From an optimization exercise on the open Yosys and OpenROAD flow, aimed at small area, a short achievable clock period and few clock cycles; shortcuts taken in it are not production practice.
Function was checked by simulation only, so behaviour that the tests miss may differ from the original.
Power figures rest on the tool's default switching activity, not on a simulated workload.

## constraint.sdc

```tcl
create_clock -name core_clock -period 10.0 [get_ports {clk}]
set_input_delay 2.0000 -clock core_clock [delete_from_list [all_inputs] [get_ports {clk}]]
set_output_delay 2.0000 -clock core_clock [all_outputs]
set_load 0.01 [all_outputs]
```

## config.mk

```make
export PLATFORM = sky130hd
export DESIGN_NAME = radixconv
export DESIGN_NICKNAME = radixconv
export VERILOG_FILES = /design/flow/design.v
export SDC_FILE = /design/flow/constraint.sdc
export NUM_CORES = 4
export LEC_CHECK = 0
export CAP_MARGIN = 20
export CORE_MARGIN = 2
export CORE_UTILIZATION = 40
export SETUP_SLACK_MARGIN = 5
export SLEW_MARGIN = 20
```

## design.v

```verilog
`timescale 1ns/1ps
module radixconv (
    input  wire        clk,
    input  wire        rst,
    input  wire        host_valid,
    input  wire        host_we,
    input  wire        host_buf,
    input  wire [6:0]  host_addr,
    input  wire [15:0] host_wdata,
    output reg  [15:0] host_rdata
);
    localparam BUF_SIZE = 128;
    localparam [3:0] ERR_ILLEGAL = 4'd1;
    localparam [3:0] ERR_WIDTH   = 4'd2;
    localparam [3:0] ERR_BOUNDS  = 4'd3;
    localparam [3:0] ERR_OVERLAP = 4'd4;
    localparam [3:0] ERR_SYMBOL  = 4'd5;
    localparam [3:0] ERR_BUSY    = 4'd6;
    localparam [2:0] S_CHK   = 3'd0;    
    localparam [2:0] S_DIV   = 3'd1;    
    localparam [2:0] S_SET   = 3'd2;    
    localparam [2:0] S_CONV  = 3'd3;    
    localparam [2:0] S_ALPHA = 3'd4;    
    reg [8*BUF_SIZE-1:0] buf_mem;    
    reg [15:0] cmdl, srcaddr, srclen, dstaddr, dstlen;
    reg        busy, done, err;
    reg [3:0]  errcode;
    reg [2:0]  state;
    reg [1:0]  div_cnt;
    reg [11:0] div_l;        
    reg [2:0]  div_r;        
    reg        m_inc;        
    reg        fwd;          
    reg        fip;          
    reg        skip;         
    reg [31:0] work;         
    reg [5:0]  wbits;        
    reg [7:0]  ins_left;     
    reg [6:0]  rp, wp;       
    reg [6:0]  wpn;          
    reg [31:0] cur, nxt;     
    reg [1:0]  prime;        
    reg        son;          
    reg [4:0]  pf;           
    reg        done_r;       
    reg        bad_r;        
    reg [4:0]  wi;           
    reg [4:0]  wq;           
    reg [6:0]  a_end;        
    reg        src_ok;       
    reg        dst_bad;      
    reg        ovl_bad;      
    reg [5:0]  c_b;          
    reg [5:0]  c_b2;         
    reg [5:0]  c_t1, c_t2;   
    reg [5:0]  c_off;        
    reg        f_ge1, f_ge2;    
    reg        f_eqb, f_nz;     
    reg        f_fit1, f_fit2;  
    reg        f_idone;         
    reg        f_ige2;          
    wire [3:0] op  = cmdl[15:12];
    wire [3:0] a_w = cmdl[11:8];
    wire [3:0] b_w = cmdl[7:4];
    wire       p_f = cmdl[3];
    reg  op_conv;        
    reg  op_conv_any;    
    reg  emit_part;      
    wire host_wr_reg  = host_valid &  host_we & ~host_buf;
    wire host_acc_buf = host_valid & host_buf;
    wire [15:0] w = host_wdata;
    wire wr_cmd     = host_wr_reg & (host_addr[2:0] == 3'd0);
    wire wr_srcaddr = host_wr_reg & (host_addr[2:0] == 3'd2);
    wire wr_srclen  = host_wr_reg & (host_addr[2:0] == 3'd3);
    wire wr_dstaddr = host_wr_reg & (host_addr[2:0] == 3'd4);
    wire wr_param   = wr_srcaddr | wr_srclen | wr_dstaddr;
    wire is_srst = wr_cmd & (w == 16'hF000);
    reg legal;
    always @* begin
        case (w[15:12])
            4'h0, 4'h4, 4'h5, 4'h6, 4'h7, 4'hF: legal = (w[11:0] == 12'h000);
            4'h1: legal = (w[3:0] == 4'h0);
            4'h2: legal = (w[2:0] == 3'h0);
            default: legal = 1'b0;
        endcase
    end
    wire busy_violation = busy & (host_acc_buf | wr_param | (wr_cmd & ~is_srst));
    wire cmd_illegal = wr_cmd & ~is_srst & ~err & ~busy & ~legal;
    wire cmd_accept  = wr_cmd & ~is_srst & ~err & ~busy & legal & (w != 16'h0000);
    wire       w_fwd = ~((w[15:12] == 4'h2) & (w[7:4] < w[11:8]));
    wire       w_fip = (w[15:12] == 4'h2) & w_fwd;
    wire [6:0] w_end = srcaddr[6:0] + srclen[6:0] - 7'd1;
    wire [6:0] w_rp  = w_fwd ? srcaddr[6:0] : w_end;
    wire [4:0]  eng_ridx = op_conv_any ? pf : wi;
    wire [4:0]  ridx = busy ? eng_ridx : host_addr[6:2];
    wire [31:0] bwords [0:31];
    genvar gw;
    generate
        for (gw = 0; gw < 32; gw = gw + 1) begin : g_words
            assign bwords[gw] = buf_mem[32*gw +: 32];
        end
    endgenerate
    wire [31:0] rword = bwords[ridx];
    wire [7:0]  rlane [0:3];
    assign rlane[0] = rword[7:0];
    assign rlane[1] = rword[15:8];
    assign rlane[2] = rword[23:16];
    assign rlane[3] = rword[31:24];
    wire [7:0]  clane [0:3];
    assign clane[0] = cur[7:0];
    assign clane[1] = cur[15:8];
    assign clane[2] = cur[23:16];
    assign clane[3] = cur[31:24];
    wire [15:0] n_len = srclen;
    wire        n_zero = (n_len == 16'd0);
    wire        width_bad = (a_w == 4'd0) | (a_w > 4'd8) | (b_w == 4'd0) | (b_w > 4'd8);
    wire [16:0] src_end = {1'b0, srcaddr} + {1'b0, n_len};
    wire [10:0] m_len   = div_l[10:0] + {10'd0, m_inc};    
    wire [15:0] dbase   = op_conv ? dstaddr : srcaddr;
    wire [16:0] dst_end = {1'b0, dbase} + {6'd0, m_len};
    wire        dst_ok  = (m_len == 11'd0) | (dst_end <= BUF_SIZE);
    wire        overlap = op_conv & (m_len != 11'd0) &
                          ({1'b0, srcaddr} < dst_end) & ({1'b0, dstaddr} < src_end);
    function [3:0] div_step;    
        input [3:0] b;
        input [2:0] r;
        input       x;
        reg   [7:0] v;
        reg   [3:0] t;
        begin
            v = {b, r, x};
            t[0] = (v == 8'd33) |
                   (v == 8'd35) |
                   (v == 8'd49) |
                   (v == 8'd52) |
                   (v == 8'd65) |
                   (v == 8'd67) |
                   (v == 8'd69) |
                   (v == 8'd71) |
                   (v == 8'd81) |
                   (v == 8'd83) |
                   (v == 8'd86) |
                   (v == 8'd88) |
                   (v == 8'd97) |
                   (v == 8'd99) |
                   (v == 8'd101) |
                   (v == 8'd103) |
                   (v == 8'd105) |
                   (v == 8'd107) |
                   (v == 8'd113) |
                   (v == 8'd115) |
                   (v == 8'd117) |
                   (v == 8'd120) |
                   (v == 8'd122) |
                   (v == 8'd124) |
                   (v == 8'd129) |
                   (v == 8'd131) |
                   (v == 8'd133) |
                   (v == 8'd135) |
                   (v == 8'd137) |
                   (v == 8'd139) |
                   (v == 8'd141) |
                   (v == 8'd143);
            t[1] = (v == 8'd50) |
                   (v == 8'd53) |
                   (v == 8'd66) |
                   (v == 8'd67) |
                   (v == 8'd70) |
                   (v == 8'd71) |
                   (v == 8'd82) |
                   (v == 8'd83) |
                   (v == 8'd87) |
                   (v == 8'd88) |
                   (v == 8'd98) |
                   (v == 8'd99) |
                   (v == 8'd104) |
                   (v == 8'd105) |
                   (v == 8'd114) |
                   (v == 8'd115) |
                   (v == 8'd118) |
                   (v == 8'd121) |
                   (v == 8'd122) |
                   (v == 8'd125) |
                   (v == 8'd130) |
                   (v == 8'd131) |
                   (v == 8'd134) |
                   (v == 8'd135) |
                   (v == 8'd138) |
                   (v == 8'd139) |
                   (v == 8'd142) |
                   (v == 8'd143);
            t[2] = (v == 8'd84) |
                   (v == 8'd89) |
                   (v == 8'd100) |
                   (v == 8'd101) |
                   (v == 8'd106) |
                   (v == 8'd107) |
                   (v == 8'd116) |
                   (v == 8'd117) |
                   (v == 8'd118) |
                   (v == 8'd123) |
                   (v == 8'd124) |
                   (v == 8'd125) |
                   (v == 8'd132) |
                   (v == 8'd133) |
                   (v == 8'd134) |
                   (v == 8'd135) |
                   (v == 8'd140) |
                   (v == 8'd141) |
                   (v == 8'd142) |
                   (v == 8'd143);
            t[3] = (v == 8'd17) |
                   (v == 8'd34) |
                   (v == 8'd35) |
                   (v == 8'd51) |
                   (v == 8'd52) |
                   (v == 8'd53) |
                   (v == 8'd68) |
                   (v == 8'd69) |
                   (v == 8'd70) |
                   (v == 8'd71) |
                   (v == 8'd85) |
                   (v == 8'd86) |
                   (v == 8'd87) |
                   (v == 8'd88) |
                   (v == 8'd89) |
                   (v == 8'd102) |
                   (v == 8'd103) |
                   (v == 8'd104) |
                   (v == 8'd105) |
                   (v == 8'd106) |
                   (v == 8'd107) |
                   (v == 8'd119) |
                   (v == 8'd120) |
                   (v == 8'd121) |
                   (v == 8'd122) |
                   (v == 8'd123) |
                   (v == 8'd124) |
                   (v == 8'd125) |
                   (v == 8'd136) |
                   (v == 8'd137) |
                   (v == 8'd138) |
                   (v == 8'd139) |
                   (v == 8'd140) |
                   (v == 8'd141) |
                   (v == 8'd142) |
                   (v == 8'd143);
            div_step = t;
        end
    endfunction
    function [7:0] t_n2p32;
        input [4:0] v;
        reg   [7:0] t;
        begin
            t[0] = (v == 5'd0) |
                   (v == 5'd2) |
                   (v == 5'd4) |
                   (v == 5'd6) |
                   (v == 5'd8) |
                   (v == 5'd10) |
                   (v == 5'd12) |
                   (v == 5'd14) |
                   (v == 5'd16) |
                   (v == 5'd18) |
                   (v == 5'd20) |
                   (v == 5'd22) |
                   (v == 5'd24) |
                   (v == 5'd27) |
                   (v == 5'd29) |
                   (v == 5'd31);
            t[1] = (v == 5'd1) |
                   (v == 5'd2) |
                   (v == 5'd5) |
                   (v == 5'd6) |
                   (v == 5'd9) |
                   (v == 5'd10) |
                   (v == 5'd13) |
                   (v == 5'd14) |
                   (v == 5'd17) |
                   (v == 5'd18) |
                   (v == 5'd21) |
                   (v == 5'd22) |
                   (v == 5'd25) |
                   (v == 5'd26) |
                   (v == 5'd27) |
                   (v == 5'd30) |
                   (v == 5'd31);
            t[2] = (v == 5'd3) |
                   (v == 5'd4) |
                   (v == 5'd5) |
                   (v == 5'd6) |
                   (v == 5'd11) |
                   (v == 5'd12) |
                   (v == 5'd13) |
                   (v == 5'd14) |
                   (v == 5'd19) |
                   (v == 5'd20) |
                   (v == 5'd21) |
                   (v == 5'd22) |
                   (v == 5'd28) |
                   (v == 5'd29) |
                   (v == 5'd30) |
                   (v == 5'd31);
            t[3] = (v == 5'd7) |
                   (v == 5'd8) |
                   (v == 5'd9) |
                   (v == 5'd10) |
                   (v == 5'd11) |
                   (v == 5'd12) |
                   (v == 5'd13) |
                   (v == 5'd14) |
                   (v == 5'd23) |
                   (v == 5'd24) |
                   (v == 5'd25);
            t[4] = (v == 5'd15) |
                   (v == 5'd16) |
                   (v == 5'd17) |
                   (v == 5'd18) |
                   (v == 5'd19) |
                   (v == 5'd20) |
                   (v == 5'd21) |
                   (v == 5'd22) |
                   (v == 5'd23) |
                   (v == 5'd24) |
                   (v == 5'd25) |
                   (v == 5'd26) |
                   (v == 5'd27) |
                   (v == 5'd28) |
                   (v == 5'd29) |
                   (v == 5'd30) |
                   (v == 5'd31);
            t[5] = (v == 5'd0) |
                   (v == 5'd1) |
                   (v == 5'd2) |
                   (v == 5'd3) |
                   (v == 5'd4) |
                   (v == 5'd5) |
                   (v == 5'd6) |
                   (v == 5'd7) |
                   (v == 5'd8) |
                   (v == 5'd9) |
                   (v == 5'd10) |
                   (v == 5'd11) |
                   (v == 5'd12) |
                   (v == 5'd13) |
                   (v == 5'd14) |
                   (v == 5'd15) |
                   (v == 5'd16) |
                   (v == 5'd17) |
                   (v == 5'd18) |
                   (v == 5'd19) |
                   (v == 5'd20) |
                   (v == 5'd21) |
                   (v == 5'd22) |
                   (v == 5'd23) |
                   (v == 5'd24) |
                   (v == 5'd25) |
                   (v == 5'd26) |
                   (v == 5'd27) |
                   (v == 5'd28) |
                   (v == 5'd29) |
                   (v == 5'd30) |
                   (v == 5'd31);
            t[6] = (v == 5'd0) |
                   (v == 5'd1) |
                   (v == 5'd2) |
                   (v == 5'd3) |
                   (v == 5'd4) |
                   (v == 5'd5) |
                   (v == 5'd6) |
                   (v == 5'd7) |
                   (v == 5'd8) |
                   (v == 5'd9) |
                   (v == 5'd10) |
                   (v == 5'd11) |
                   (v == 5'd12) |
                   (v == 5'd13) |
                   (v == 5'd14) |
                   (v == 5'd15) |
                   (v == 5'd16) |
                   (v == 5'd17) |
                   (v == 5'd18) |
                   (v == 5'd19) |
                   (v == 5'd20) |
                   (v == 5'd21) |
                   (v == 5'd22) |
                   (v == 5'd23) |
                   (v == 5'd24) |
                   (v == 5'd25);
            t[7] = 1'b0;
            t_n2p32 = t;
        end
    endfunction
    function [7:0] t_p2n32;
        input [7:0] v;
        reg   [7:0] t;
        begin
            t[0] = (v == 8'd51) |
                   (v == 8'd53) |
                   (v == 8'd55) |
                   (v == 8'd98) |
                   (v == 8'd100) |
                   (v == 8'd102) |
                   (v == 8'd104) |
                   (v == 8'd106) |
                   (v == 8'd108) |
                   (v == 8'd110) |
                   (v == 8'd112) |
                   (v == 8'd114) |
                   (v == 8'd116) |
                   (v == 8'd118) |
                   (v == 8'd120) |
                   (v == 8'd122);
            t[1] = (v == 8'd50) |
                   (v == 8'd51) |
                   (v == 8'd54) |
                   (v == 8'd55) |
                   (v == 8'd99) |
                   (v == 8'd100) |
                   (v == 8'd103) |
                   (v == 8'd104) |
                   (v == 8'd107) |
                   (v == 8'd108) |
                   (v == 8'd111) |
                   (v == 8'd112) |
                   (v == 8'd115) |
                   (v == 8'd116) |
                   (v == 8'd119) |
                   (v == 8'd120);
            t[2] = (v == 8'd52) |
                   (v == 8'd53) |
                   (v == 8'd54) |
                   (v == 8'd55) |
                   (v == 8'd101) |
                   (v == 8'd102) |
                   (v == 8'd103) |
                   (v == 8'd104) |
                   (v == 8'd109) |
                   (v == 8'd110) |
                   (v == 8'd111) |
                   (v == 8'd112) |
                   (v == 8'd117) |
                   (v == 8'd118) |
                   (v == 8'd119) |
                   (v == 8'd120);
            t[3] = (v == 8'd50) |
                   (v == 8'd51) |
                   (v == 8'd52) |
                   (v == 8'd53) |
                   (v == 8'd54) |
                   (v == 8'd55) |
                   (v == 8'd105) |
                   (v == 8'd106) |
                   (v == 8'd107) |
                   (v == 8'd108) |
                   (v == 8'd109) |
                   (v == 8'd110) |
                   (v == 8'd111) |
                   (v == 8'd112) |
                   (v == 8'd121) |
                   (v == 8'd122);
            t[4] = (v == 8'd50) |
                   (v == 8'd51) |
                   (v == 8'd52) |
                   (v == 8'd53) |
                   (v == 8'd54) |
                   (v == 8'd55) |
                   (v == 8'd113) |
                   (v == 8'd114) |
                   (v == 8'd115) |
                   (v == 8'd116) |
                   (v == 8'd117) |
                   (v == 8'd118) |
                   (v == 8'd119) |
                   (v == 8'd120) |
                   (v == 8'd121) |
                   (v == 8'd122);
            t[5] = 1'b0;
            t[6] = 1'b0;
            t[7] = 1'b0;
            t_p2n32 = t;
        end
    endfunction
    function [7:0] t_n2p64;
        input [5:0] v;
        reg   [7:0] t;
        begin
            t[0] = (v == 6'd1) |
                   (v == 6'd3) |
                   (v == 6'd5) |
                   (v == 6'd7) |
                   (v == 6'd9) |
                   (v == 6'd11) |
                   (v == 6'd12) |
                   (v == 6'd14) |
                   (v == 6'd16) |
                   (v == 6'd18) |
                   (v == 6'd20) |
                   (v == 6'd22) |
                   (v == 6'd24) |
                   (v == 6'd26) |
                   (v == 6'd28) |
                   (v == 6'd30) |
                   (v == 6'd32) |
                   (v == 6'd34) |
                   (v == 6'd36) |
                   (v == 6'd38) |
                   (v == 6'd40) |
                   (v == 6'd42) |
                   (v == 6'd44) |
                   (v == 6'd46) |
                   (v == 6'd48) |
                   (v == 6'd50) |
                   (v == 6'd52) |
                   (v == 6'd54) |
                   (v == 6'd56) |
                   (v == 6'd58) |
                   (v == 6'd60) |
                   (v == 6'd62);
            t[1] = (v == 6'd4) |
                   (v == 6'd5) |
                   (v == 6'd8) |
                   (v == 6'd9) |
                   (v == 6'd13) |
                   (v == 6'd14) |
                   (v == 6'd17) |
                   (v == 6'd18) |
                   (v == 6'd21) |
                   (v == 6'd22) |
                   (v == 6'd25) |
                   (v == 6'd26) |
                   (v == 6'd29) |
                   (v == 6'd30) |
                   (v == 6'd33) |
                   (v == 6'd34) |
                   (v == 6'd37) |
                   (v == 6'd39) |
                   (v == 6'd40) |
                   (v == 6'd43) |
                   (v == 6'd44) |
                   (v == 6'd47) |
                   (v == 6'd48) |
                   (v == 6'd51) |
                   (v == 6'd52) |
                   (v == 6'd55) |
                   (v == 6'd56) |
                   (v == 6'd59) |
                   (v == 6'd60) |
                   (v == 6'd63);
            t[2] = (v == 6'd0) |
                   (v == 6'd1) |
                   (v == 6'd6) |
                   (v == 6'd7) |
                   (v == 6'd8) |
                   (v == 6'd9) |
                   (v == 6'd15) |
                   (v == 6'd16) |
                   (v == 6'd17) |
                   (v == 6'd18) |
                   (v == 6'd23) |
                   (v == 6'd24) |
                   (v == 6'd25) |
                   (v == 6'd26) |
                   (v == 6'd31) |
                   (v == 6'd32) |
                   (v == 6'd33) |
                   (v == 6'd34) |
                   (v == 6'd41) |
                   (v == 6'd42) |
                   (v == 6'd43) |
                   (v == 6'd44) |
                   (v == 6'd49) |
                   (v == 6'd50) |
                   (v == 6'd51) |
                   (v == 6'd52) |
                   (v == 6'd57) |
                   (v == 6'd58) |
                   (v == 6'd59) |
                   (v == 6'd60);
            t[3] = (v == 6'd0) |
                   (v == 6'd1) |
                   (v == 6'd10) |
                   (v == 6'd11) |
                   (v == 6'd19) |
                   (v == 6'd20) |
                   (v == 6'd21) |
                   (v == 6'd22) |
                   (v == 6'd23) |
                   (v == 6'd24) |
                   (v == 6'd25) |
                   (v == 6'd26) |
                   (v == 6'd35) |
                   (v == 6'd36) |
                   (v == 6'd37) |
                   (v == 6'd45) |
                   (v == 6'd46) |
                   (v == 6'd47) |
                   (v == 6'd48) |
                   (v == 6'd49) |
                   (v == 6'd50) |
                   (v == 6'd51) |
                   (v == 6'd52) |
                   (v == 6'd61) |
                   (v == 6'd62) |
                   (v == 6'd63);
            t[4] = (v == 6'd2) |
                   (v == 6'd3) |
                   (v == 6'd4) |
                   (v == 6'd5) |
                   (v == 6'd6) |
                   (v == 6'd7) |
                   (v == 6'd8) |
                   (v == 6'd9) |
                   (v == 6'd10) |
                   (v == 6'd11) |
                   (v == 6'd27) |
                   (v == 6'd28) |
                   (v == 6'd29) |
                   (v == 6'd30) |
                   (v == 6'd31) |
                   (v == 6'd32) |
                   (v == 6'd33) |
                   (v == 6'd34) |
                   (v == 6'd35) |
                   (v == 6'd36) |
                   (v == 6'd37) |
                   (v == 6'd53) |
                   (v == 6'd54) |
                   (v == 6'd55) |
                   (v == 6'd56) |
                   (v == 6'd57) |
                   (v == 6'd58) |
                   (v == 6'd59) |
                   (v == 6'd60) |
                   (v == 6'd61) |
                   (v == 6'd62) |
                   (v == 6'd63);
            t[5] = (v == 6'd0) |
                   (v == 6'd1) |
                   (v == 6'd2) |
                   (v == 6'd3) |
                   (v == 6'd4) |
                   (v == 6'd5) |
                   (v == 6'd6) |
                   (v == 6'd7) |
                   (v == 6'd8) |
                   (v == 6'd9) |
                   (v == 6'd10) |
                   (v == 6'd11) |
                   (v == 6'd38) |
                   (v == 6'd39) |
                   (v == 6'd40) |
                   (v == 6'd41) |
                   (v == 6'd42) |
                   (v == 6'd43) |
                   (v == 6'd44) |
                   (v == 6'd45) |
                   (v == 6'd46) |
                   (v == 6'd47) |
                   (v == 6'd48) |
                   (v == 6'd49) |
                   (v == 6'd50) |
                   (v == 6'd51) |
                   (v == 6'd52) |
                   (v == 6'd53) |
                   (v == 6'd54) |
                   (v == 6'd55) |
                   (v == 6'd56) |
                   (v == 6'd57) |
                   (v == 6'd58) |
                   (v == 6'd59) |
                   (v == 6'd60) |
                   (v == 6'd61) |
                   (v == 6'd62) |
                   (v == 6'd63);
            t[6] = (v == 6'd12) |
                   (v == 6'd13) |
                   (v == 6'd14) |
                   (v == 6'd15) |
                   (v == 6'd16) |
                   (v == 6'd17) |
                   (v == 6'd18) |
                   (v == 6'd19) |
                   (v == 6'd20) |
                   (v == 6'd21) |
                   (v == 6'd22) |
                   (v == 6'd23) |
                   (v == 6'd24) |
                   (v == 6'd25) |
                   (v == 6'd26) |
                   (v == 6'd27) |
                   (v == 6'd28) |
                   (v == 6'd29) |
                   (v == 6'd30) |
                   (v == 6'd31) |
                   (v == 6'd32) |
                   (v == 6'd33) |
                   (v == 6'd34) |
                   (v == 6'd35) |
                   (v == 6'd36) |
                   (v == 6'd37) |
                   (v == 6'd38) |
                   (v == 6'd39) |
                   (v == 6'd40) |
                   (v == 6'd41) |
                   (v == 6'd42) |
                   (v == 6'd43) |
                   (v == 6'd44) |
                   (v == 6'd45) |
                   (v == 6'd46) |
                   (v == 6'd47) |
                   (v == 6'd48) |
                   (v == 6'd49) |
                   (v == 6'd50) |
                   (v == 6'd51) |
                   (v == 6'd52) |
                   (v == 6'd53) |
                   (v == 6'd54) |
                   (v == 6'd55) |
                   (v == 6'd56) |
                   (v == 6'd57) |
                   (v == 6'd58) |
                   (v == 6'd59) |
                   (v == 6'd60) |
                   (v == 6'd61) |
                   (v == 6'd62) |
                   (v == 6'd63);
            t[7] = 1'b0;
            t_n2p64 = t;
        end
    endfunction
    function [7:0] t_p2n64;
        input [7:0] v;
        reg   [7:0] t;
        begin
            t[0] = (v == 8'd45) |
                   (v == 8'd49) |
                   (v == 8'd51) |
                   (v == 8'd53) |
                   (v == 8'd55) |
                   (v == 8'd57) |
                   (v == 8'd66) |
                   (v == 8'd68) |
                   (v == 8'd70) |
                   (v == 8'd72) |
                   (v == 8'd74) |
                   (v == 8'd76) |
                   (v == 8'd78) |
                   (v == 8'd80) |
                   (v == 8'd82) |
                   (v == 8'd84) |
                   (v == 8'd86) |
                   (v == 8'd88) |
                   (v == 8'd90) |
                   (v == 8'd98) |
                   (v == 8'd100) |
                   (v == 8'd102) |
                   (v == 8'd104) |
                   (v == 8'd106) |
                   (v == 8'd108) |
                   (v == 8'd110) |
                   (v == 8'd112) |
                   (v == 8'd114) |
                   (v == 8'd116) |
                   (v == 8'd118) |
                   (v == 8'd120) |
                   (v == 8'd122);
            t[1] = (v == 8'd48) |
                   (v == 8'd49) |
                   (v == 8'd52) |
                   (v == 8'd53) |
                   (v == 8'd56) |
                   (v == 8'd57) |
                   (v == 8'd67) |
                   (v == 8'd68) |
                   (v == 8'd71) |
                   (v == 8'd72) |
                   (v == 8'd75) |
                   (v == 8'd76) |
                   (v == 8'd79) |
                   (v == 8'd80) |
                   (v == 8'd83) |
                   (v == 8'd84) |
                   (v == 8'd87) |
                   (v == 8'd88) |
                   (v == 8'd97) |
                   (v == 8'd98) |
                   (v == 8'd101) |
                   (v == 8'd102) |
                   (v == 8'd105) |
                   (v == 8'd106) |
                   (v == 8'd109) |
                   (v == 8'd110) |
                   (v == 8'd113) |
                   (v == 8'd114) |
                   (v == 8'd117) |
                   (v == 8'd118) |
                   (v == 8'd121) |
                   (v == 8'd122);
            t[2] = (v == 8'd50) |
                   (v == 8'd51) |
                   (v == 8'd52) |
                   (v == 8'd53) |
                   (v == 8'd65) |
                   (v == 8'd66) |
                   (v == 8'd67) |
                   (v == 8'd68) |
                   (v == 8'd73) |
                   (v == 8'd74) |
                   (v == 8'd75) |
                   (v == 8'd76) |
                   (v == 8'd81) |
                   (v == 8'd82) |
                   (v == 8'd83) |
                   (v == 8'd84) |
                   (v == 8'd89) |
                   (v == 8'd90) |
                   (v == 8'd97) |
                   (v == 8'd98) |
                   (v == 8'd103) |
                   (v == 8'd104) |
                   (v == 8'd105) |
                   (v == 8'd106) |
                   (v == 8'd111) |
                   (v == 8'd112) |
                   (v == 8'd113) |
                   (v == 8'd114) |
                   (v == 8'd119) |
                   (v == 8'd120) |
                   (v == 8'd121) |
                   (v == 8'd122);
            t[3] = (v == 8'd54) |
                   (v == 8'd55) |
                   (v == 8'd56) |
                   (v == 8'd57) |
                   (v == 8'd65) |
                   (v == 8'd66) |
                   (v == 8'd67) |
                   (v == 8'd68) |
                   (v == 8'd77) |
                   (v == 8'd78) |
                   (v == 8'd79) |
                   (v == 8'd80) |
                   (v == 8'd81) |
                   (v == 8'd82) |
                   (v == 8'd83) |
                   (v == 8'd84) |
                   (v == 8'd99) |
                   (v == 8'd100) |
                   (v == 8'd101) |
                   (v == 8'd102) |
                   (v == 8'd103) |
                   (v == 8'd104) |
                   (v == 8'd105) |
                   (v == 8'd106) |
                   (v == 8'd115) |
                   (v == 8'd116) |
                   (v == 8'd117) |
                   (v == 8'd118) |
                   (v == 8'd119) |
                   (v == 8'd120) |
                   (v == 8'd121) |
                   (v == 8'd122);
            t[4] = (v == 8'd69) |
                   (v == 8'd70) |
                   (v == 8'd71) |
                   (v == 8'd72) |
                   (v == 8'd73) |
                   (v == 8'd74) |
                   (v == 8'd75) |
                   (v == 8'd76) |
                   (v == 8'd77) |
                   (v == 8'd78) |
                   (v == 8'd79) |
                   (v == 8'd80) |
                   (v == 8'd81) |
                   (v == 8'd82) |
                   (v == 8'd83) |
                   (v == 8'd84) |
                   (v == 8'd107) |
                   (v == 8'd108) |
                   (v == 8'd109) |
                   (v == 8'd110) |
                   (v == 8'd111) |
                   (v == 8'd112) |
                   (v == 8'd113) |
                   (v == 8'd114) |
                   (v == 8'd115) |
                   (v == 8'd116) |
                   (v == 8'd117) |
                   (v == 8'd118) |
                   (v == 8'd119) |
                   (v == 8'd120) |
                   (v == 8'd121) |
                   (v == 8'd122);
            t[5] = (v == 8'd85) |
                   (v == 8'd86) |
                   (v == 8'd87) |
                   (v == 8'd88) |
                   (v == 8'd89) |
                   (v == 8'd90) |
                   (v == 8'd97) |
                   (v == 8'd98) |
                   (v == 8'd99) |
                   (v == 8'd100) |
                   (v == 8'd101) |
                   (v == 8'd102) |
                   (v == 8'd103) |
                   (v == 8'd104) |
                   (v == 8'd105) |
                   (v == 8'd106) |
                   (v == 8'd107) |
                   (v == 8'd108) |
                   (v == 8'd109) |
                   (v == 8'd110) |
                   (v == 8'd111) |
                   (v == 8'd112) |
                   (v == 8'd113) |
                   (v == 8'd114) |
                   (v == 8'd115) |
                   (v == 8'd116) |
                   (v == 8'd117) |
                   (v == 8'd118) |
                   (v == 8'd119) |
                   (v == 8'd120) |
                   (v == 8'd121) |
                   (v == 8'd122);
            t[6] = 1'b0;
            t[7] = 1'b0;
            t_p2n64 = t;
        end
    endfunction
    function [8:0] alpha;    
        input [1:0] o;
        input [7:0] v;
        begin
            case (o)
                2'd0:    alpha = {|v[7:5], t_n2p32(v[4:0])};
                2'd1:    alpha = {1'b0,    t_p2n32(v)};
                2'd2:    alpha = {|v[7:6], t_n2p64(v[5:0])};
                default: alpha = {1'b0,    t_p2n64(v)};
            endcase
        end
    endfunction
    wire [3:0] dv1 = div_step(b_w, div_r,     div_l[11]);
    wire [3:0] dv2 = div_step(b_w, dv1[2:0],  div_l[10]);
    wire [3:0] dv3 = div_step(b_w, dv2[2:0],  div_l[9]);
    wire [11:0] q_nx = {div_l[8:0], dv1[3], dv2[3], dv3[3]};
    wire [2:0]  r_nx = dv3[2:0];
    wire [3:0] g_w = 4'd8 - b_w;                     
    wire [7:0] a_mask = ~(8'hFF << a_w);
    wire [7:0] b_mask = ~(8'hFF << b_w);
    wire [7:0] g_mask = ~(8'hFF << g_w);
    wire       primed    = (prime == 2'd2);
    wire       stream_on = son;
    wire [7:0] s0 = clane[rp[1:0]];
    wire [7:0] s1 = fwd ? ((rp[1:0] == 2'd3) ? nxt[7:0]   : clane[rp[1:0] + 2'd1])
                        : ((rp[1:0] == 2'd0) ? nxt[31:24] : clane[rp[1:0] - 2'd1]);
    wire       bad0 = |(s0 & ~a_mask);
    wire       bad1 = |(s1 & ~a_mask);
    wire [7:0] u0 = fwd ? s0 : {s0[0], s0[1], s0[2], s0[3], s0[4], s0[5], s0[6], s0[7]};
    wire [7:0] u1 = fwd ? s1 : {s1[0], s1[1], s1[2], s1[3], s1[4], s1[5], s1[6], s1[7]};
    wire       part_ok  = fwd & f_idone & emit_part;
    wire [1:0] k = ~stream_on ? 2'd0 :
                   f_ge2 ? 2'd2 :
                   f_ge1 ? ((part_ok & ~f_eqb) ? 2'd2 : 2'd1) :
                   ((part_ok & f_nz) ? 2'd1 : 2'd0);
    wire       k_part = part_ok & ~f_ge2;                 
    wire [5:0] wr0 = wbits;
    wire [5:0] wr1 = wbits - c_b;
    wire [5:0] wr2 = wbits - c_b2;
    wire [5:0] wrem = (k_part & (k != 2'd0)) ? 6'd0 :
                      (k == 2'd2) ? wr2 : (k == 2'd1) ? wr1 : wr0;
    wire [5:0] io0 = wbits + c_off;
    wire [5:0] io1 = io0 - c_b;
    wire [5:0] io2 = io0 - c_b2;
    wire [5:0] ins_off = (k_part & (k != 2'd0)) ? 6'd0 :
                         (k == 2'd2) ? io2 : (k == 2'd1) ? io1 : io0;
    wire [1:0] nin = ~stream_on ? 2'd0 :
                     (f_ige2 & f_fit2) ? 2'd2 :
                     (~f_idone & f_fit1) ? 2'd1 : 2'd0;
    wire       sym_bad = ((nin != 2'd0) & bad0) | ((nin == 2'd2) & bad1);
    wire [15:0] qin = {8'd0, u0} | ((nin == 2'd2) ? ({8'd0, u1} << a_w) : 16'd0);
    wire [5:0]  cons = (k == 2'd2) ? c_b2 : (k == 2'd1) ? c_b : 6'd0;
    wire [31:0] work_c = (work >> cons) & (fwd ? 32'hFFFFFFFF : ~{24'd0, g_mask});
    wire [31:0] work_nx = work_c | ((nin != 2'd0) ? ({16'd0, qin} << ins_off) : 32'd0);
    wire [5:0]  wbits_nx = wrem + ((nin == 2'd2) ? {1'b0, a_w, 1'b0} : (nin == 2'd1) ? {2'd0, a_w} : 6'd0);
    wire [7:0]  ins_nx = ins_left - {6'd0, nin};
    wire [6:0]  rp1 = fwd ? rp + 7'd1 : rp - 7'd1;
    wire [6:0]  rp2 = fwd ? rp + 7'd2 : rp - 7'd2;
    wire [6:0]  rp_nx = (nin == 2'd2) ? rp2 : (nin == 2'd1) ? rp1 : rp;
    wire        wcross = fwd ? (((nin == 2'd1) & (rp[1:0] == 2'd3)) | ((nin == 2'd2) & rp[1]))
                             : (((nin == 2'd1) & (rp[1:0] == 2'd0)) | ((nin == 2'd2) & ~rp[1]));
    wire [7:0] win0 = work[7:0];
    wire [7:0] win1 = work[b_w +: 8];
    wire [7:0] wm0  = win0 & ~g_mask;
    wire [7:0] wm1  = win1 & ~g_mask;
    wire [7:0] o0 = fwd ? (win0 & b_mask) : {wm0[0], wm0[1], wm0[2], wm0[3], wm0[4], wm0[5], wm0[6], wm0[7]};
    wire [7:0] o1 = fwd ? (win1 & b_mask) : {wm1[0], wm1[1], wm1[2], wm1[3], wm1[4], wm1[5], wm1[6], wm1[7]};
    wire       skip_now = skip & (k != 2'd0);
    wire       k1  = (k == 2'd1);
    wire       k2  = (k == 2'd2);
    wire       we0 = k2 | (k1 & ~skip);             
    wire       we1 = k2 & ~skip;                    
    wire [1:0] nw  = {we1, we0 & ~we1};
    wire [7:0] d0  = skip_now ? o1 : o0;
    wire [6:0] wp1 = wpn;
    wire [6:0] wp2 = fwd ? wp + 7'd2 : wp - 7'd2;
    wire [6:0] wp3 = fwd ? wp + 7'd3 : wp - 7'd3;
    wire [6:0] wp_nx  = (nw == 2'd2) ? wp2 : (nw == 2'd1) ? wp1 : wp;
    wire [6:0] wpn_nx = (nw == 2'd2) ? wp3 : (nw == 2'd1) ? wp2 : wpn;
    wire       n_idone = (ins_nx == 8'd0);
    wire       n_ge1   = (wbits_nx >= c_b);
    wire       n_nz    = (wbits_nx != 6'd0);
    wire       c_done  = n_idone & (fwd ? (~n_ge1 & (~emit_part | ~n_nz)) : ~n_nz);
    wire       a_lo_w = (wq == srcaddr[6:2]);
    wire       a_hi_w = (wq == a_end[6:2]);
    reg  [3:0] a_en;
    reg  [7:0] a_val [0:3];
    reg        a_bad;
    reg  [8:0] a_t;
    integer    li;
    always @* begin
        a_bad = 1'b0;
        for (li = 0; li < 4; li = li + 1) begin
            a_en[li] = (~a_lo_w | (li[1:0] >= srcaddr[1:0])) & (~a_hi_w | (li[1:0] <= a_end[1:0]));
            a_t = alpha(op[1:0], clane[li]);
            a_val[li] = a_t[7:0];
            if (a_en[li] & a_t[8]) a_bad = 1'b1;
        end
    end
    reg        eng_fault;
    reg [3:0]  eng_code;
    reg        eng_finish;
    reg [10:0] fin_len;
    reg [3:0]  eng_we;       
    reg [4:0]  eng_widx [0:3];
    reg [7:0]  eng_wd   [0:3];
    integer    ej;
    always @* begin
        eng_fault  = 1'b0;
        eng_code   = 4'd0;
        eng_finish = 1'b0;
        fin_len    = m_len;
        for (ej = 0; ej < 4; ej = ej + 1) begin
            eng_we[ej]   = 1'b0;
            eng_widx[ej] = wq;
            eng_wd[ej]   = a_val[ej];
        end
        if (op_conv_any) begin
            for (ej = 0; ej < 4; ej = ej + 1) begin
                if (wp1[1:0] == ej[1:0]) begin
                    eng_we[ej]   = we1;
                    eng_widx[ej] = wp1[6:2];
                    eng_wd[ej]   = o1;
                end else begin
                    eng_we[ej]   = we0 & (wp[1:0] == ej[1:0]);
                    eng_widx[ej] = wp[6:2];
                    eng_wd[ej]   = d0;
                end
            end
            if (bad_r) begin
                eng_fault = 1'b1;
                eng_code  = ERR_SYMBOL;
            end else begin
                case (state)
                    S_CHK: begin
                        if (width_bad) begin
                            eng_fault = 1'b1;
                            eng_code  = ERR_WIDTH;
                        end else if (!src_ok) begin
                            eng_fault = 1'b1;
                            eng_code  = ERR_BOUNDS;
                        end else if (n_zero) begin
                            eng_finish = 1'b1;
                            fin_len    = 11'd0;
                        end
                    end
                    S_CONV: begin
                        if (dst_bad) begin
                            eng_fault = 1'b1;
                            eng_code  = ERR_BOUNDS;
                        end else if (ovl_bad) begin
                            eng_fault = 1'b1;
                            eng_code  = ERR_OVERLAP;
                        end else if (done_r) begin
                            eng_finish = 1'b1;
                        end
                    end
                    default: ;
                endcase
            end
        end else begin
            if (state == S_CHK) begin
                if (!src_ok) begin
                    eng_fault = 1'b1;
                    eng_code  = ERR_BOUNDS;
                end else if (n_zero) begin
                    eng_finish = 1'b1;
                    fin_len    = 11'd0;
                end
            end else begin
                for (ej = 0; ej < 4; ej = ej + 1)
                    eng_we[ej] = a_en[ej];
                if (a_bad) begin
                    eng_fault = 1'b1;
                    eng_code  = ERR_SYMBOL;
                end else if (a_hi_w) begin
                    eng_finish = 1'b1;
                    fin_len    = n_len[10:0];
                end
            end
        end
        if (!busy) begin
            eng_fault  = 1'b0;
            eng_finish = 1'b0;
            for (ej = 0; ej < 4; ej = ej + 1) eng_we[ej] = 1'b0;
        end
    end
    wire host_buf_wr = host_valid & host_we & host_buf & ~busy;
    reg  [3:0] l_we;
    reg  [4:0] l_idx [0:3];
    reg  [7:0] l_wd  [0:3];
    integer    lj;
    always @* begin
        for (lj = 0; lj < 4; lj = lj + 1) begin
            if (busy) begin
                l_we[lj]  = eng_we[lj];
                l_idx[lj] = eng_widx[lj];
                l_wd[lj]  = eng_wd[lj];
            end else begin
                l_we[lj]  = host_buf_wr & (host_addr[1:0] == lj[1:0]);
                l_idx[lj] = host_addr[6:2];
                l_wd[lj]  = host_wdata[7:0];
            end
        end
    end
    genvar gb;
    generate
        for (gb = 0; gb < BUF_SIZE; gb = gb + 1) begin : g_buf
            always @(posedge clk) begin
                if (l_we[gb % 4] && l_idx[gb % 4] == (gb / 4))
                    buf_mem[8*gb +: 8] <= l_wd[gb % 4];
            end
        end
    endgenerate
    reg        busy_n, done_n, err_n;
    reg [3:0]  errcode_n;
    reg [15:0] dstlen_n;
    always @* begin
        busy_n    = busy;
        done_n    = done;
        err_n     = err;
        errcode_n = errcode;
        dstlen_n  = dstlen;
        if (rst || is_srst) begin
            busy_n = 1'b0; done_n = 1'b0; err_n = 1'b0; errcode_n = 4'd0; dstlen_n = 16'd0;
        end else if (busy_violation) begin
            busy_n = 1'b0; done_n = 1'b0; err_n = 1'b1; errcode_n = ERR_BUSY;
        end else if (cmd_illegal) begin
            err_n = 1'b1; errcode_n = ERR_ILLEGAL; done_n = 1'b0;
        end else if (cmd_accept) begin
            busy_n = 1'b1; done_n = 1'b0;
        end else if (eng_fault) begin
            busy_n = 1'b0; err_n = 1'b1; errcode_n = eng_code;
        end else if (eng_finish) begin
            busy_n = 1'b0; done_n = 1'b1; dstlen_n = {5'd0, fin_len};
        end
    end
    wire        busy_e    = busy & ~eng_fault & ~eng_finish;
    wire        done_e    = eng_finish | done;
    wire        err_e     = eng_fault | err;
    wire [3:0]  errcode_e = eng_fault ? eng_code : errcode;
    wire [15:0] dstlen_e  = eng_finish ? {5'd0, fin_len} : dstlen;
    wire [15:0] status_e  = {8'h00, errcode_e, 1'b0, err_e, done_e, busy_e};
    reg [15:0] reg_rd;
    always @* begin
        case (host_addr[2:0])
            3'd0: reg_rd = cmdl;
            3'd1: reg_rd = status_e;
            3'd2: reg_rd = srcaddr;
            3'd3: reg_rd = srclen;
            3'd4: reg_rd = dstaddr;
            3'd5: reg_rd = dstlen_e;
            default: reg_rd = 16'h0000;
        endcase
    end
    always @(posedge clk) begin
        if (host_valid && !host_we)
            host_rdata <= host_buf ? {8'h00, rlane[host_addr[1:0]]} : reg_rd;
    end
    always @(posedge clk) begin
        busy    <= busy_n;
        done    <= done_n;
        err     <= err_n;
        errcode <= errcode_n;
        dstlen  <= dstlen_n;
        src_ok  <= n_zero | (src_end <= BUF_SIZE);
        if (rst || is_srst) begin
            cmdl    <= 16'h0000;
            srcaddr <= 16'h0000;
            srclen  <= 16'h0000;
            dstaddr <= 16'h0000;
        end else if (!busy_violation) begin
            if (wr_srcaddr) srcaddr <= w;
            if (wr_srclen)  srclen  <= w;
            if (wr_dstaddr) dstaddr <= w;
            if (cmd_accept) begin
                cmdl        <= w;
                op_conv     <= (w[15:12] == 4'h1);
                op_conv_any <= (w[15:12] == 4'h1) | (w[15:12] == 4'h2);
                emit_part   <= (w[15:12] == 4'h1) | w[3];
                state    <= S_CHK;
                fwd      <= w_fwd;
                fip      <= w_fip;
                skip     <= 1'b0;
                rp       <= w_rp;
                pf       <= w_rp[6:2];
                prime    <= 2'd0;
                wp       <= srcaddr[6:0];
                wpn      <= srcaddr[6:0] + 7'd1;
                wi       <= srcaddr[6:2];
                a_end    <= w_end;
                work     <= 32'd0;
                wbits    <= 6'd0;
                ins_left <= srclen[7:0];
                f_ge1    <= 1'b0;
                f_ge2    <= 1'b0;
                f_eqb    <= 1'b0;
                f_nz     <= 1'b0;
                f_fit1   <= 1'b1;
                f_fit2   <= 1'b1;
                f_idone  <= (srclen[7:0] == 8'd0);
                f_ige2   <= (srclen[7:0] >= 8'd2);
                done_r   <= 1'b0;
                son      <= 1'b0;
                bad_r    <= 1'b0;
                dst_bad  <= 1'b0;
                ovl_bad  <= 1'b0;
            end
        end
        if (busy) begin
            if (op_conv_any) begin
                if (!primed) begin
                    if (prime == 2'd0) cur <= rword;
                    else               nxt <= rword;
                    prime <= prime + 2'd1;
                    pf    <= fwd ? pf + 5'd1 : pf - 5'd1;
                end else if (wcross) begin
                    cur <= nxt;
                    nxt <= rword;
                    pf  <= fwd ? pf + 5'd1 : pf - 5'd1;
                end
            end else begin
                cur <= rword;
            end
            if (stream_on) begin
                work     <= work_nx;
                wbits    <= wbits_nx;
                ins_left <= ins_nx;
                rp       <= rp_nx;
                wp       <= wp_nx;
                wpn      <= wpn_nx;
                f_ge1    <= n_ge1;
                f_ge2    <= (wbits_nx >= c_b2);
                f_eqb    <= (wbits_nx == c_b);
                f_nz     <= n_nz;
                f_fit1   <= (wbits_nx <= c_t1);
                f_fit2   <= (wbits_nx <= c_t2);
                f_idone  <= n_idone;
                f_ige2   <= (ins_nx >= 8'd2);
                if (k != 2'd0) skip <= 1'b0;
                done_r   <= c_done;
                bad_r    <= sym_bad;
            end
            case (state)
                S_CHK: begin
                    wi      <= wi + 5'd1;
                    wq      <= wi;
                    div_l   <= {4'd0, n_len[7:0]} * {8'd0, a_w};
                    div_r   <= 3'd0;
                    div_cnt <= 2'd0;
                    c_b     <= {2'd0, b_w};
                    c_b2    <= {1'b0, b_w, 1'b0};
                    c_off   <= fwd ? 6'd0 : ({2'd0, a_w} - {2'd0, b_w});
                    c_t1    <= (fwd ? 6'd32 : 6'd24 + {2'd0, b_w}) - {2'd0, a_w};
                    c_t2    <= (fwd ? 6'd32 : 6'd24 + {2'd0, b_w}) - {1'b0, a_w, 1'b0};
                    state   <= op_conv_any ? S_DIV : S_ALPHA;
                end
                S_ALPHA: begin
                    wi <= wi + 5'd1;
                    wq <= wi;
                end
                S_DIV: begin
                    div_l   <= q_nx;
                    div_r   <= r_nx;
                    div_cnt <= div_cnt + 2'd1;
                    if (div_cnt == 2'd0) son <= fip;     
                    if (div_cnt == 2'd3) begin
                        m_inc <= emit_part & (r_nx != 3'd0);
                        state <= fip ? S_CONV : S_SET;
                    end
                end
                S_SET: begin
                    wbits <= (fwd | (div_r == 3'd0)) ? 6'd0 : (c_b - {3'd0, div_r});
                    f_nz  <= ~fwd & (div_r != 3'd0);
                    skip  <= ~fwd & ~p_f & (div_r != 3'd0);
                    dst_bad <= ~dst_ok;
                    ovl_bad <= overlap;
                    wp    <= fwd ? dbase[6:0] : (srcaddr[6:0] + m_len[6:0] - 7'd1);
                    wpn   <= fwd ? dbase[6:0] + 7'd1 : (srcaddr[6:0] + m_len[6:0] - 7'd2);
                    son   <= 1'b1;
                    state <= S_CONV;
                end
                default: ;
            endcase
        end
    end
endmodule
```

## run.sh

```bash
#!/bin/bash
# synth_recipe.tcl (not shown) runs the flow's synth.tcl, then flattens the netlist and writes it again
# the make line also repeats each setting of config.mk as NAME=value (left out here)
make -C /OpenROAD-flow-scripts/flow DESIGN_CONFIG=/design/flow/config.mk WORK_HOME=/design/flow/orfs CLKGATE_MAP_FILE= SYNTH_SCRIPT=/design/flow/synth_recipe.tcl finish
```

==> reports/results.md, run 1 <==
| Group | Item | Reported |
|:---|:---|:---|
| pwr | IR drop worst, VDD | 0.192 mV |
| sta | Max-slew violations | 5 |
| pwr | Portion of total power attributed to the clock network | 42.1% |
| floorplanning | Core outline area | 179000 um2 |
| routing | Wire length per cell after detailed routing | 30.2 um |
| sta | Minimum setup slack in the final design | 5.00 ns |
| worst setup path | Maximum fanout count along the critical path | 23 |
| synthesis | Synthesized flop and latch total | 1339 |
| clocking | Number of sinks handled by clock tree synthesis | 1339 |
| synthesis | Yosys synthesis warning count | 6 |
| clocking | CTS H-tree lvls | 4 |
| worst hold path | Type of the most critical hold path | register to register |
| pwr | Part of the total power dissipated in sequential elements | 50.3% |
| worst setup path | Kind of critical path | input port to register |
| routing | Vias | 60300 |
| clocking | Clock Pin Slew Worst Setup and Hold Paths | 0.06 ns |
| run | Max Cap Viol | 1 |
| routing | Detailed-router iteration count before antenna repair | 7 |
| synthesis | Post-synthesis cell type count | 107 |
| synthesis | Leading cell type by number of instances after synthesis | edfxtp_1 |
| sta | Clock skew | 0.0440 ns |
| pwr | Leakage power | 0.0279 uW |
| synthesis | Xor and xnor area share after synthesis | 1.86% |
| synthesis | Dominant cell type by area after synthesis | edfxtp_1 |
| floorplanning | Die width | 429 um |
| worst setup path | CP endpoint kind | register |
| layout | Net total in the final layout | 7003 |
| worst setup path | Crit path buf inv count | 4 |
| pwr | Power density relative to cell area | 150 nW/um2 |
| synthesis | Avg Inst Size Synth | 10.6 um2 |
| routing | Detailed-route DRC error count | 0 |
| clocking | Clock latency on the worst-skew pair | 0.80 ns |
| pwr | Logic pwr share | 7.6% |
| grt | Number of antenna violations at the first check in global routing | 4 |
| synthesis | Cell types with the highest counts after synthesis | edfxtp_1, nor2_1, nand2_1 |
| synthesis | Most used DFF post-synth | edfxtp_1 |
| layout | Fraction of layout cells with a size suffix above 1 | 12.2% |
| clocking | Number of clock buffers inserted by TritonCTS | 137 |
| pwr | Switching fraction of total power | 24.3% |
| pwr | Switching power | 2960 uW |
| grt | Pin count of the biggest net entering global routing | 74 |
| synthesis | EDFF count, synth | 1176 |
| worst setup path | Startpoint class of the critical path | input port |
| routing | Routed wire length | 278000 um |
| floorplanning | Die outline area | 184000 um2 |
| sta | Tmin final | 5.00 ns |
| worst setup path | Data arrival time of the critical path | 5.54 ns |
| sta | Total negative setup slack | 0 ns |
| clocking | Longest Clk Path Bufs | 3 |
| grt | Aggregate global routing overflow | 0 |
| sta | Normalized max-slew margin | -23.5% |
| worst setup path | Cell family contributing the most delay on the critical path | simple AND/OR/NAND/NOR gates |
| worst setup path | Critical Path RT | 10.54 ns |
| floorplanning | Initial Utilization | 40.3% |
| sta | Count of final hold-check violations | 0 |
| synthesis | Yosys top cell area share | 49.0% |
| routing | DR vias/cell | 6.54 |
| grt | Vias in the first global route | 56000 |
| synthesis | Mux share of post-synthesis cell area | 4.96% |
| run status | Run status | complete, but fails checks |
| routing | First DRT Iteration DRCs | 9926 |
| synthesis | Number of cells produced by synthesis | 6792 |
| placed design | Gpl congestion | 0.963 |
| floorplanning | Count of boundary I/O pins | 44 |
| floorplanning | Floorplan die height | 429 um |
| run status | Layout Check Fail Reasons | max-capacitance violations, max-slew violations |
| synthesis | Largest family of logic cells by synthesized area | compound AO/OA/AOI/OAI gates |
| pwr | Internal Power | 9250 uW |
| sta | Endpoints failing setup | 0 |
| placed design | Worst slack at placement | 2.90 ns |
| layout | Layout-stage area growth over the synthesis result | 12.8% |
| clocking | Root cell of the clock tree | clkbuf_16 |
| sta | Final Cycle Share | 50.0% |
| routing | Routed Antenna Nets | 0 |
| synthesis | Portion of the post-synthesis area used by sequential elements | 53.5% |
| sta | Unrepaired setup endpoints after global routing | true |
| placed design | Detail Placement HPWL | 186000 um |
| floorplanning | Number of standard-cell rows in the floorplan | 155 |
| worst setup path | Cell-by-cell trace of the critical path | dlymetal6s2s_1, buf_12, nor2_4, a21o_1, buf_4, nor3_2, and2_4, buf_6, a22oi_1, nand3_1, nor3_1, a21oi_4, mux4_2, a22o_1 |
| worst setup path | Cell type of the slowest stage on the worst timing path | nor3_1 |
| synthesis | Complex-gate fraction of the synthesized area | 18.5% |
| clocking | Clock tree from TritonCTS | yes |
| synthesis | Synthesized Nets | 7038 |
| worst setup path | Largest stage delay on the critical path | 0.62 ns |
| synthesis | Proportion of register bits with asynchronous set or reset after synthesis | 0% |
| sta | Slew at the pin closest to its max-slew limit | 1.85 ns |
| sta | Achievable frequency | 200 MHz |
| synthesis | Area contributors post-synth | edfxtp_1, a22oi_1, dfxtp_1 |
| grt | Wire length of the first global-routing pass | 397000 um |
| placed design | Number of port buffers | 43 |
| synthesis | Post-synthesis adder-cell area fraction | 4.11% |
| synthesis | Synthesized cell area | 72100 um2 |
| synthesis | Simple-Gate Fraction of Synth Area | 13.3% |
| grt | Total global-route track usage | 29.0% |
## power by group through the flow
stage	Combinational, uW	Sequential [uW]	Clock (uW)
after CTS	888	6140	5170
after floorplan	520	6240	0
final	929	6140	5150
after global placement	837	6260	0
after detailed placement	846	6260	0
after global routing	977	6140	5390
## state kept, by name (all words and copies together), names as in the netlist, 5 cells and up
register and flops:
a_end 7, buf_mem 1024, c_off 5, c_t1 6, c_t2 6, cmdl 16, cur 32, div_l 12
dstaddr 16, dstlen 16, host_rdata 16, ins_left 8, nxt 32, pf 5, srcaddr 16, srclen 16
wbits 6, wi 5, work 32, wp 7, wpn 7, wq 5
## routing by layer
layer / wire [um] / vias up / track usage [%] / share of wire, %
li1: - / 25900 / - / -
met1: 108000 / 29600 / 39.4 / 39
met2: 124000 / 4172 / 45.2 / 45
met3: 31900 / 674 / 5.80 / 11
met4: 14200 / 4 / 12.3 / 5.1
met5: 30 / - / 0 / 0.011
## kinds of logic (layout without fill, tap and decap cells)
family | Yosys count | in the layout
flops | 1339 | 1339
mux | 294 | 294
compound gates | 1990 | 1991
simple gates | 2113 | 2116
fa+ha+maj | 219 | 219
buf+inv | 684 | 750
xor+xnor | 153 | 153
other cells | 0 | 3
## placed cells by master, fill, tap and decap left out, types with 34 or more instances in the layout
cell                n
a211oi_1           60
a21o_1             59
a21oi_1           421
a222oi_1           38
a22oi_1           447
a31oi_1            78
and3_1             40
buf_4             229
clkbuf_1           34
clkbuf_16         142
clkdlybuf4s50_1    35
dfxtp_1           156
edfxtp_1         1176
ha_1              183
inv_1             184
mux2_2             68
mux2i_1           180
mux4_2             43
nand2_1           666
nand2b_1           56
nand3_1           163
nand4_1           114
nor2_1            637
nor2b_1            46
nor3_1            116
o211ai_1           57
o21ai_0           316
o22ai_1            79
xnor2_1            91
xor2_1             57
## timing repair
| action | 4_1_cts | 5_1_grt |
|---|---|---|
| resized for setup | 172 | 44 |
| setup buffers | 31 | 25 |
| hold buffers | 0 | 0 |
| pin swaps | 30 | 12 |
| cloned | 2 | 5 |
| endpoints found under the setup margin | 649 | 327 |
## layout make-up
type | instances | area, um2
fill | 16400 | 97400
sequential | 1339 | 38600
multi-input combinational | 4773 | 32000
clock buffer | 178 | 3670
tap | 2355 | 2950
timing repair buffer | 306 | 2680
clock inverter | 66 | 766
inverter | 200 | 762
antenna | 3 | 7.51
## tightest hold or removal path, delay by kind of cell, from the launching register on
kind / cells / cell delay, ns
flops: 1 / 0.31
simple gates: 1 / 0.05
compound gates: 1 / 0.05
## stage by stage
step / utilization, % / total power [uW] / area (um2) / hold slack, ns / instances
final: 45.5 / 12200 / 81400 / 0.463 / 9220
after global placement: 42.1 / 7090 / 75400 / 0.450 / 8908
after floorplan: - / 6760 / 72100 / 0.425 / 6792
after CTS: 45.2 / 12200 / 80900 / 0.462 / 9185
after detailed placement: 42.2 / 7100 / 75400 / 0.447 / 8908
after global routing: 45.5 / 12500 / 81400 / 0.500 / 9218
## path summary, 6_finish.rpt
| check | slack, ns | start | endpoint | depth (start not counted) |
|---|---|---|---|---|
| worst max-delay path | 5.00 | host_addr[2] | host_rdata[5] | 14 |
| worst min-delay path | 0.46 | f_eqb | f_eqb | 2 |
| worst max register to register | 5.03 | cur[22] | buf_mem[147] | 11 |
| worst min register to register | 0.46 | f_eqb | f_eqb | 2 |
Testbench counts, summed over its fixed seeds: cycles 30,579.
==> run 2, diff against run 1 <==
--- a/design.v
+++ b/design.v
@@ -89,9 +89,8 @@
     wire cmd_accept  = wr_cmd & ~is_srst & ~err & ~busy & legal & (w != 16'h0000);
     wire       w_fwd = ~((w[15:12] == 4'h2) & (w[7:4] < w[11:8]));
     wire       w_fip = (w[15:12] == 4'h2) & w_fwd;
-    wire [6:0] w_end = srcaddr[6:0] + srclen[6:0] - 7'd1;
-    wire [6:0] w_rp  = w_fwd ? srcaddr[6:0] : w_end;
-    wire [4:0]  eng_ridx = op_conv_any ? pf : wi;
+    wire [6:0] s_rp  = fwd ? srcaddr[6:0] : a_end;     
+    wire [4:0]  eng_ridx = (state == S_CHK) ? s_rp[6:2] : op_conv_any ? pf : wi;
     wire [4:0]  ridx = busy ? eng_ridx : host_addr[6:2];
     wire [31:0] bwords [0:31];
     genvar gw;
@@ -1196,6 +1195,7 @@
         errcode <= errcode_n;
         dstlen  <= dstlen_n;
         src_ok  <= n_zero | (src_end <= BUF_SIZE);
+        a_end   <= srcaddr[6:0] + srclen[6:0] - 7'd1;
         if (rst || is_srst) begin
             cmdl    <= 16'h0000;
             srcaddr <= 16'h0000;
@@ -1213,25 +1213,6 @@
                 state    <= S_CHK;
                 fwd      <= w_fwd;
                 fip      <= w_fip;
-                skip     <= 1'b0;
-                rp       <= w_rp;
-                pf       <= w_rp[6:2];
-                prime    <= 2'd0;
-                wp       <= srcaddr[6:0];
-                wpn      <= srcaddr[6:0] + 7'd1;
-                wi       <= srcaddr[6:2];
-                a_end    <= w_end;
-                work     <= 32'd0;
-                wbits    <= 6'd0;
-                ins_left <= srclen[7:0];
-                f_ge1    <= 1'b0;
-                f_ge2    <= 1'b0;
-                f_eqb    <= 1'b0;
-                f_nz     <= 1'b0;
-                f_fit1   <= 1'b1;
-                f_fit2   <= 1'b1;
-                f_idone  <= (srclen[7:0] == 8'd0);
-                f_ige2   <= (srclen[7:0] >= 8'd2);
                 done_r   <= 1'b0;
                 son      <= 1'b0;
                 bad_r    <= 1'b0;
@@ -1240,7 +1221,11 @@
             end
         end
         if (busy) begin
-            if (op_conv_any) begin
+            if (state == S_CHK) begin
+                cur   <= rword;
+                prime <= 2'd1;
+                pf    <= fwd ? s_rp[6:2] + 5'd1 : s_rp[6:2] - 5'd1;
+            end else if (op_conv_any) begin
                 if (!primed) begin
                     if (prime == 2'd0) cur <= rword;
                     else               nxt <= rword;
@@ -1275,8 +1260,23 @@
             end
             case (state)
                 S_CHK: begin
-                    wi      <= wi + 5'd1;
-                    wq      <= wi;
+                    skip     <= 1'b0;
+                    rp       <= s_rp;
+                    wp       <= srcaddr[6:0];
+                    wpn      <= srcaddr[6:0] + 7'd1;
+                    work     <= 32'd0;
+                    wbits    <= 6'd0;
+                    ins_left <= srclen[7:0];
+                    f_ge1    <= 1'b0;
+                    f_ge2    <= 1'b0;
+                    f_eqb    <= 1'b0;
+                    f_nz     <= 1'b0;
+                    f_fit1   <= 1'b1;
+                    f_fit2   <= 1'b1;
+                    f_idone  <= (srclen[7:0] == 8'd0);
+                    f_ige2   <= (srclen[7:0] >= 8'd2);
+                    wi      <= srcaddr[6:2] + 5'd1;
+                    wq      <= srcaddr[6:2];
                     div_l   <= {4'd0, n_len[7:0]} * {8'd0, a_w};
                     div_r   <= 3'd0;
                     div_cnt <= 2'd0;
==> flow/run.sh (new file) <==
#!/bin/bash
# The standard layout (the standard.sh: ORFS synthesis to finish), with timing repair aimed at a
# setup margin of 6 ns and without gate cloning. The make output goes to flow.log; ORFS keeps each
# step's own log under orfs/logs/.
set -euo pipefail
bash standard.sh SETUP_SLACK_MARGIN=6 SKIP_GATE_CLONING=1 finish > flow.log 2>&1
==> standard.sh (new file) <==
#!/bin/bash
# synth_recipe.tcl (not shown) runs the flow's synth.tcl, then flattens the netlist and writes it again
# the make line also repeats each setting of config.mk as NAME=value (left out here)
make -C /OpenROAD-flow-scripts/flow DESIGN_CONFIG=/design/flow/config.mk WORK_HOME=/design/flow/orfs CLKGATE_MAP_FILE= SYNTH_SCRIPT=/design/flow/synth_recipe.tcl "${@:-finish}"
--- a/config.mk
+++ b/config.mk
@@ -8,5 +8,4 @@
 export CAP_MARGIN = 20
 export CORE_MARGIN = 2
 export CORE_UTILIZATION = 40
-export SETUP_SLACK_MARGIN = 5
 export SLEW_MARGIN = 20
removed: run.sh
==> reports/results.md, run 2 <==
| Group | Item | Reported | vs previous |
|:---|:---|:---|:---|
| routing | Wire length per cell after detailed routing | 32.6 um | +7.8% |
| clocking | Clock tree from TritonCTS | yes |  |
| pwr | Power consumption | 12100 uW | -0.98% |
| worst setup path | Number of cells traversed by the worst register-to-register path | 16 | +5 |
| layout | Highest-count cells in the layout ignoring fill and taps | edfxtp_1, nand2_1, nor2_1 |  |
| clocking | Clock Pin Slew Worst Setup and Hold Paths | 0.06 ns | about the same |
| routing | Vias | 65300 | +8.3% |
| layout | Net total in the final layout | 7495 | +7.0% |
| sta | Endpoints failing setup | 0 | unchanged |
| synthesis | Most used DFF post-synth | edfxtp_1 |  |
| pwr | Leakage power | 0.0321 uW | +15% |
| worst setup path | Most used cell, CP | buf_6 |  |
| grt | Wire length of the first global-routing pass | 437000 um | +10% |
| sta | Clock skew | 0.0557 ns | +0.0117 ns |
| layout | Fraction of layout cells with a size suffix above 1 | 23.2% | +11 points |
| sta | Unrepaired setup endpoints after global routing | true |  |
| floorplanning | Die outline area | 187000 um2 | +1.8% |
| sta | Total negative setup slack | 0 ns | unchanged |
| floorplanning | Count of boundary I/O pins | 44 | unchanged |
| run | Max Cap Viol | 0 | -1 |
| worst setup path | Startpoint class of the critical path | input port |  |
| worst hold path | Worst hold path cell count | 1 | -1 |
| worst setup path | CP endpoint kind | register |  |
| sta | Max-slew violations | 0 | -5 |
| worst hold path | Type of the most critical hold path | register to register |  |
| routing | Detailed-router iteration count before antenna repair | 10 | +3 |
| placed design | Detail Placement HPWL | 198000 um | +6.5% |
| pwr | IR drop worst, VDD | 0.135 mV | -30% |
| placed design | Number of port buffers | 43 | unchanged |
| floorplanning | Floorplan die height | 432 um | +0.88% |
| grt | Aggregate global routing overflow | 0 | unchanged |
| synthesis | Post-synthesis cell type count | 98 | -8.4% |
| floorplanning | Die width | 432 um | +0.88% |
| clocking | Clock latency on the worst-skew pair | 0.83 ns | +0.03 ns |
| worst setup path | Setup slack, reg-to-reg | 5.42 ns | +0.39 ns |
| routing | Detailed-route DRC error count | 0 | unchanged |
| routing | First DRT Iteration DRCs | 10500 | +6.1% |
| grt | Vias in the first global route | 59900 | +7.1% |
| synthesis | Avg Inst Size Synth | 10.7 um2 | +0.50% |
| synthesis | Synthesized flop and latch total | 1339 | unchanged |
| worst setup path | Data arrival time of the critical path | 5.14 ns | -0.40 ns |
| synthesis | Leading cell type by number of instances after synthesis | edfxtp_1 |  |
| routing | Routed Antenna Nets | 0 | unchanged |
| synthesis | Yosys synthesis warning count | 6 | unchanged |
| sta | Slew at the pin closest to its max-slew limit | 1.07 ns | -0.775 ns |
| sta | Count of final hold-check violations | 0 | unchanged |
| sta | Achievable frequency | 216 MHz | +7.9% |
| worst setup path | Cell family contributing the most delay on the critical path | compound AO/OA/AOI/OAI gates |  |
| clocking | Number of sinks handled by clock tree synthesis | 1339 | unchanged |
| worst setup path | Critical Path RT | 10.50 ns | -0.04 ns |
| worst setup path | Logic depth of the worst setup path including buffers | 16 | +2 |
| worst setup path | Maximum fanout count along the critical path | 8 | -65% |
| worst setup path | Cell-by-cell trace of the critical path | buf_6, nor2b_4, buf_6, a41oi_4, buf_6, nor3_4, buf_6, buf_12, and2_4, buf_12, a22oi_2, nand2_1, or4_4, o32a_1, mux2i_1, o221ai_1 |  |
| clocking | Number of clock buffers inserted by TritonCTS | 140 | +2.2% |
| routing | Routed length on met3 | 40100 um | +26% |
| synthesis | Dominant cell type by area after synthesis | edfxtp_1 |  |
| worst setup path | Largest stage delay on the critical path | 0.54 ns | -0.08 ns |
| routing | Post-route met1 wirelength | 115000 um | +6.8% |
| layout | Filler cell count | 15800 | -3.3% |
| clocking | Longest Clk Path Bufs | 3 | unchanged |
| floorplanning | Number of standard-cell rows in the floorplan | 157 | +1.3% |
| clocking | Post-CTS Hold Fix Bufs | 0 | unchanged |
| routing | Routed wl met2 | 139000 um | +11% |
| run status | Run status | complete, no violations |  |
| synthesis | EDFF count, synth | 1236 | +5.1% |
| sta | Tmin final | 4.64 ns | -0.368 ns |
| synthesis | Portion of the post-synthesis area used by sequential elements | 53.4% | -0.12 points |
| worst setup path | Kind of critical path | input port to register |  |
| synthesis | Area contributors post-synth | edfxtp_1, a22oi_1, nor2_1 |  |
| sta | Normalized max-slew margin | 28.4% | +52 points |
| layout | Layout-stage area growth over the synthesis result | 24.8% |  |
| grt | Total global-route track usage | 32.1% | +3.1 points |
| clocking | Root cell of the clock tree | clkbuf_16 |  |
| worst setup path | Crit path buf inv count | 6 | +2 |
| grt | Pin count of the biggest net entering global routing | 87 | +18% |
| routing | Routed wire length | 317000 um | +14% |
| placed design | Gpl congestion | 0.991 | +2.9% |
| layout | Flip-flop count of the largest register after layout | 1024 | unchanged |
| floorplanning | Core outline area | 183000 um2 | +2.2% |
| worst setup path | Cell type of the slowest stage on the worst timing path | or4_4 |  |
| synthesis | Number of cells produced by synthesis | 6879 | +1.3% |
| synthesis | Cell types with the highest counts after synthesis | edfxtp_1, nor2_1, nand2_1 |  |
| sta | Final Cycle Share | 46.4% | -3.7 points |
| layout | Final core occ | 50.1% | +4.6 points |
| routing | DR vias/cell | 6.70 | +2.5% |
| floorplanning | Initial Utilization | 40.2% | -0.15 points |
| layout | Register bank with the most flops | buf_mem |  |
| routing | DR top layer | met5 |  |
| synthesis | Synthesized cell area | 73400 um2 | +1.8% |
| clocking | CTS H-tree lvls | 4 | unchanged |
| synthesis | Proportion of register bits with asynchronous set or reset after synthesis | 0% | unchanged |
| pwr | Power density relative to cell area | 132 nW/um2 | -12% |
| synthesis | Synthesized Nets | 7126 | +1.3% |
| sta | Hold Slack | 0.475 ns | +0.0121 ns |
| synthesis | Yosys top cell area share | 50.6% | +1.6 points |
| layout | Most common cell after layout, fill and taps aside | edfxtp_1 |  |
| grt | Number of antenna violations at the first check in global routing | 8 | +4 |
-- run 2: cell types whose count changed in the layout (fill, tap and decap cells not counted), moves of 100 or more --
cell | before | now
nor2_1 | 637 | 536
a22oi_1 | 447 | 294
nand2_1 | 666 | 566
buf_12 | 6 | 137
buf_4 | 229 | 412
nand3_1 | 163 | 312
nor2_4 | 7 | 115
-- run 2: layout make-up --
| type | instances | area, um2 | area share, % |
|---|---|---|---|
| diodes | 2 | 5.00 | 0.00546 |
| clock buffers | 167 | 3600 | 3.94 |
| clock inverters | 82 | 870 | 0.949 |
| inverters | 170 | 723 | 0.790 |
| multi-input cells | 4865 | 36000 | 39.3 |
| flip-flops and latches | 1339 | 39200 | 42.8 |
| well taps | 2385 | 2980 | 3.26 |
| repair buffers | 732 | 8230 | 8.99 |
-- run 2: cells by family after synthesis --
family                     Yosys count  share of synthesized area (%)
DFF                               1339                           53.4
AOI/OAI and AO/OA                 1872                           17.2
adders and majority gates          220                           4.05
muxes                              327                           5.26
xor gates and xnor gates           157                           1.89
buffers and inverters              675                           3.57
and+or+nand+nor                   2289                           14.7
-- run 2: power by group --
part	total, uW	switching [uW]	internal, uW
clock	5210	2390	2810
combinational	761	489	272
sequential	6130	12.2	6120
total	12100	2900	9200
-- run 2: per-layer routing --
layer / vias up / GRT usage, %
li1: 27100 / -
met1: 31900 / 41.6
met2: 5143 / 49.5
met3: 1122 / 7.89
met4: 8 / 17.4
met5: - / 0
-- run 2: final timing paths --
kind	startpoint	to
max reg2reg	op_conv_any	host_rdata[2]
max	host_addr[5]	host_rdata[2]
min reg2reg	cmdl[15]	cmdl[15]
min	cmdl[15]	cmdl[15]
-- run 2: worst register-to-register path, stage by stage, from the launching register on --
cell      delay (ns)
edfxtp_1        0.38
buf_8           0.29
inv_4           0.21
or3_1           0.55
a41oi_4         0.40
buf_6           0.17
nor3_4          0.06
buf_6           0.15
buf_12          0.13
and2_4          0.21
buf_12          0.19
a22oi_2         0.17
nand2_1         0.07
or4_4           0.54
o32a_1          0.44
mux2i_1         0.19
o221ai_1        0.14
-- run 2: timing repair --
item	CTS	global route
gates cloned	0	0
resized for setup	887	340
pin swaps	166	162
endpoints found under the setup margin	1878	1583
setup buffers	324	166
endpoints found under the hold margin	0	0
-- run 2: stage by stage --
stage	instances	setup slack, ns	area [um2]
after floorplan	6879	5.22	74100
final	9742	5.36	91600
after global routing	9742	5.37	91600
after global placement	8998	2.84	76900
after detailed placement	9000	2.70	77000
after CTS	9573	5.51	88200
Testbench counts of run 2, summed over its fixed seeds: cycles 30,579.

Setup slack of run 2, layout unchanged: 5.363 ns with ideal ports, 5.417 ns with driving cells assumed (clock clkbuf_16, inputs buf_2), 4.531 ns with port delays also shifted by the 0.886 ns mid clock arrival.
